From an optimization exercise on the open Yosys and OpenROAD flow, aimed at small area, a short achievable clock period and few clock cycles; shortcuts taken in it are not production practice.
Where RTL was checked, it was by simulation tests only, not by an equivalence proof against the original.

== run 4 ==
Design css_disckey, start of the top module:
module css_disckey (
    input  wire        clk,
    input  wire        rst,         
    input  wire        start,
    output wire        ready,
    output wire [8:0]  slot_addr,
    input  wire [39:0] slot_data,
    output wire        done,
    output wire        found,
    output wire [39:0] disc_key
);
==> module css_lane, before the edit <==
module css_lane (
    input  wire        clk,
    input  wire [39:0] kp,      
    input  wire [39:0] base,    
    input  wire [39:0] vc,      
    output wire [39:0] dd,      
    output wire [39:0] c3,      
    output wire [4:0]  eqb      
);
    reg  [39:0] r1;           
    reg  [39:0] r2;           
    reg  [39:0] r3s;          
    reg  [3:0]  r3g;          
    reg  [3:1]  r3p;          
    reg  [39:0] r3c;          
    genvar g;
    wire [39:0] d1 = kp ^ base;
    assign dd = {r1[39:8], r1[7:0] ^ r1[39:32]};
    wire [39:0] td;
    generate
        for (g = 0; g < 5; g = g + 1) begin : g_t1d
            css_t1 u (.a(dd[8*g +: 8]), .t1(td[8*g +: 8]));
        end
    endgenerate
    wire [39:0] cand = kp ^ td ^ {dd[31:0], 8'd0};
    wire [39:0] ka, kb;
    css_ks u_ks (.ck(r2), .a(ka), .b(kb));
    wire [8:0]  bs [0:4];     
    wire [4:0]  bp;           
    generate
        for (g = 0; g < 5; g = g + 1) begin : g_bs
            assign bs[g] = {1'b0, ka[8*g +: 8]} + {1'b0, kb[8*g +: 8]};
            assign bp[g] = &(ka[8*g +: 8] ^ kb[8*g +: 8]);
        end
    endgenerate
    wire [39:0] bsum = {bs[4][7:0], bs[3][7:0], bs[2][7:0], bs[1][7:0], bs[0][7:0]};
    wire [4:1] y;
    assign y[1] = r3g[0];
    assign y[2] = r3g[1] | (r3p[1] & r3g[0]);
    assign y[3] = r3g[2] | (r3p[2] & r3g[1]) | (r3p[2] & r3p[1] & r3g[0]);
    assign y[4] = r3g[3] | (r3p[3] & r3g[2]) | (r3p[3] & r3p[2] & r3g[1]) | (r3p[3] & r3p[2] & r3p[1] & r3g[0]);
    wire [39:0] kv;
    assign kv[7:0] = r3s[7:0];
    generate
        for (g = 1; g < 5; g = g + 1) begin : g_inc
            assign kv[8*g +: 8] = r3s[8*g +: 8] + {7'd0, y[g]};
        end
    endgenerate
    wire [39:0] dv;
    assign dv[39:8] = kv[39:8] ^ vc[39:8];
    assign dv[7:0]  = kv[7:0] ^ kv[39:32] ^ vc[7:0];
    wire [39:0] tv;
    generate
        for (g = 0; g < 5; g = g + 1) begin : g_t1v
            css_t1 u (.a(dv[8*g +: 8]), .t1(tv[8*g +: 8]));
        end
    endgenerate
    wire [39:0] want = kv ^ {dv[31:0], 8'd0} ^ r3c;    
    generate
        for (g = 0; g < 5; g = g + 1) begin : g_eq
            css_eq8 u (.a(tv[8*g +: 8]), .b(want[8*g +: 8]), .eq(eqb[g]));
        end
    endgenerate
    assign c3 = r3c;
    always @(posedge clk) begin
        r1  <= d1;
        r2  <= cand;
        r3s <= bsum;
        r3g <= {bs[3][8], bs[2][8], bs[1][8], bs[0][8]};
        r3p <= bp[3:1];
        r3c <= r2;
    end
endmodule
==> module css_eq8, before the edit <==
module css_eq8 (
    input  wire [7:0] a,
    input  wire [7:0] b,
    output wire       eq
);
    assign eq = (a == b);
endmodule
make LEC_CHECK=0 CAP_MARGIN=20 CORE_MARGIN=2 CORE_UTILIZATION=40 PLACE_DENSITY=0.6 SETUP_SLACK_MARGIN=3.1 SLEW_MARGIN=20 SYNTH_HIERARCHICAL=1 finish   # period 6.0 ns
run.sh (not shown) runs the stock make flow with config.mk's settings and CLKGATE_MAP_FILE= SYNTH_SCRIPT=/design/flow/synth_recipe.tcl, a recipe that flattens the netlist after the stock synthesis.
Testbench counts of run 4, summed over its fixed seeds: cycles 138,818.
Here is what was changed in the inputs of run 2 compared with run 4.
diff --git a/flow/design.v b/flow/design.v
--- a/flow/design.v
+++ b/flow/design.v
@@ -243,10 +243,9 @@
 );
     reg  [39:0] r1;           
     reg  [39:0] r2;           
     reg  [39:0] r3s;          
-    reg  [3:0]  r3g;          
-    reg  [3:1]  r3p;          
+    reg  [4:1]  r3y;          
     reg  [39:0] r3c;          
     genvar g;
     wire [39:0] d1 = kp ^ base;
     assign dd = {r1[39:8], r1[7:0] ^ r1[39:32]};
@@ -266,19 +265,19 @@
             assign bs[g] = {1'b0, ka[8*g +: 8]} + {1'b0, kb[8*g +: 8]};
             assign bp[g] = &(ka[8*g +: 8] ^ kb[8*g +: 8]);
         end
     endgenerate
+    wire [4:1] by;            
+    assign by[1] = bs[0][8];
+    assign by[2] = bs[1][8] | (bp[1] & bs[0][8]);
+    assign by[3] = bs[2][8] | (bp[2] & bs[1][8]) | (bp[2] & bp[1] & bs[0][8]);
+    assign by[4] = bs[3][8] | (bp[3] & by[3]);
     wire [39:0] bsum = {bs[4][7:0], bs[3][7:0], bs[2][7:0], bs[1][7:0], bs[0][7:0]};
-    wire [4:1] y;
-    assign y[1] = r3g[0];
-    assign y[2] = r3g[1] | (r3p[1] & r3g[0]);
-    assign y[3] = r3g[2] | (r3p[2] & r3g[1]) | (r3p[2] & r3p[1] & r3g[0]);
-    assign y[4] = r3g[3] | (r3p[3] & r3g[2]) | (r3p[3] & r3p[2] & r3g[1]) | (r3p[3] & r3p[2] & r3p[1] & r3g[0]);
     wire [39:0] kv;
     assign kv[7:0] = r3s[7:0];
     generate
         for (g = 1; g < 5; g = g + 1) begin : g_inc
-            assign kv[8*g +: 8] = r3s[8*g +: 8] + {7'd0, y[g]};
+            assign kv[8*g +: 8] = r3s[8*g +: 8] + {7'd0, r3y[g]};
         end
     endgenerate
     wire [39:0] dv;
     assign dv[39:8] = kv[39:8] ^ vc[39:8];
@@ -291,28 +290,20 @@
     endgenerate
     wire [39:0] want = kv ^ {dv[31:0], 8'd0} ^ r3c;    
     generate
         for (g = 0; g < 5; g = g + 1) begin : g_eq
-            css_eq8 u (.a(tv[8*g +: 8]), .b(want[8*g +: 8]), .eq(eqb[g]));
+            assign eqb[g] = (tv[8*g +: 8] == want[8*g +: 8]);
         end
     endgenerate
     assign c3 = r3c;
     always @(posedge clk) begin
         r1  <= d1;
         r2  <= cand;
         r3s <= bsum;
-        r3g <= {bs[3][8], bs[2][8], bs[1][8], bs[0][8]};
-        r3p <= bp[3:1];
+        r3y <= by;
         r3c <= r2;
     end
 endmodule
-module css_eq8 (
-    input  wire [7:0] a,
-    input  wire [7:0] b,
-    output wire       eq
-);
-    assign eq = (a == b);
-endmodule
 module css_ks (
     input  wire [39:0] ck,
     output wire [39:0] a,
     output wire [39:0] b
## What came out
- Area fraction of clock buffers and clock inverters ended up 0.31 points lower on run 2 than on run 4.
- Changes observed in run 2 relative to run 4: worst path arrival time went down, routed wire length held, share of the cycle needed by the critical path after routing -0.28 points.
- Between run 4 and run 2, the flow reports number of standard cells after synthesis decreasing by a few percent.
- In run 2, combined area of the multi-input logic cells is higher than in run 4.
- Worst-case setup margin in the final layout (lower): run 4
- Run 4 -> run 2: final instance count without filler cells flat
- r4e0[4] as the capture point of the worst path was reported by run 4, and u_l0.r3y[4] by run 2.
- Run 2 ended with more layout overhead on the synthesized area than run 4.
- Compared with run 4, in run 2 register fraction of the total cell area fell 0.66 points, number of signal-net inverters in the final layout went down 56%, post-route standard cell area excluding fillers grew by about 2.2%.
Only the layout flow was run in run 2; the RTL was not checked for function there.

separate check: timing with driven ports:
No port has a modelled driver above. Below, the same layouts with a new extraction and two added sets of constraints. Step 1 assumes that a clkbuf_16 drives the clock port and a buf_2 every other input. Step 2 moves the port delays by t, midway between the first and last clock arrival at a register: inputs arrive t later, outputs are due t later. That takes back most of the time a late clock gives input paths. a / b / c = ideal ports / drivers / drivers and shift; a / b = the first two.
run	shift t [ns]	setup WS [ns]	hold slack, ns	worst slew at a driven data input, ns
run 4	0.706	2.982 / 2.982 / 2.664	0.378 / 0.378 / 0.378	0.03
run 2	0.678	2.999 / 2.999 / 2.597	0.362 / 0.362 / 0.362	0.03
After both steps every run listed still meets setup and hold. The setup slack of run 2, which loses most, moves by 0.000 ns with the drivers and by -0.402 ns with both steps.
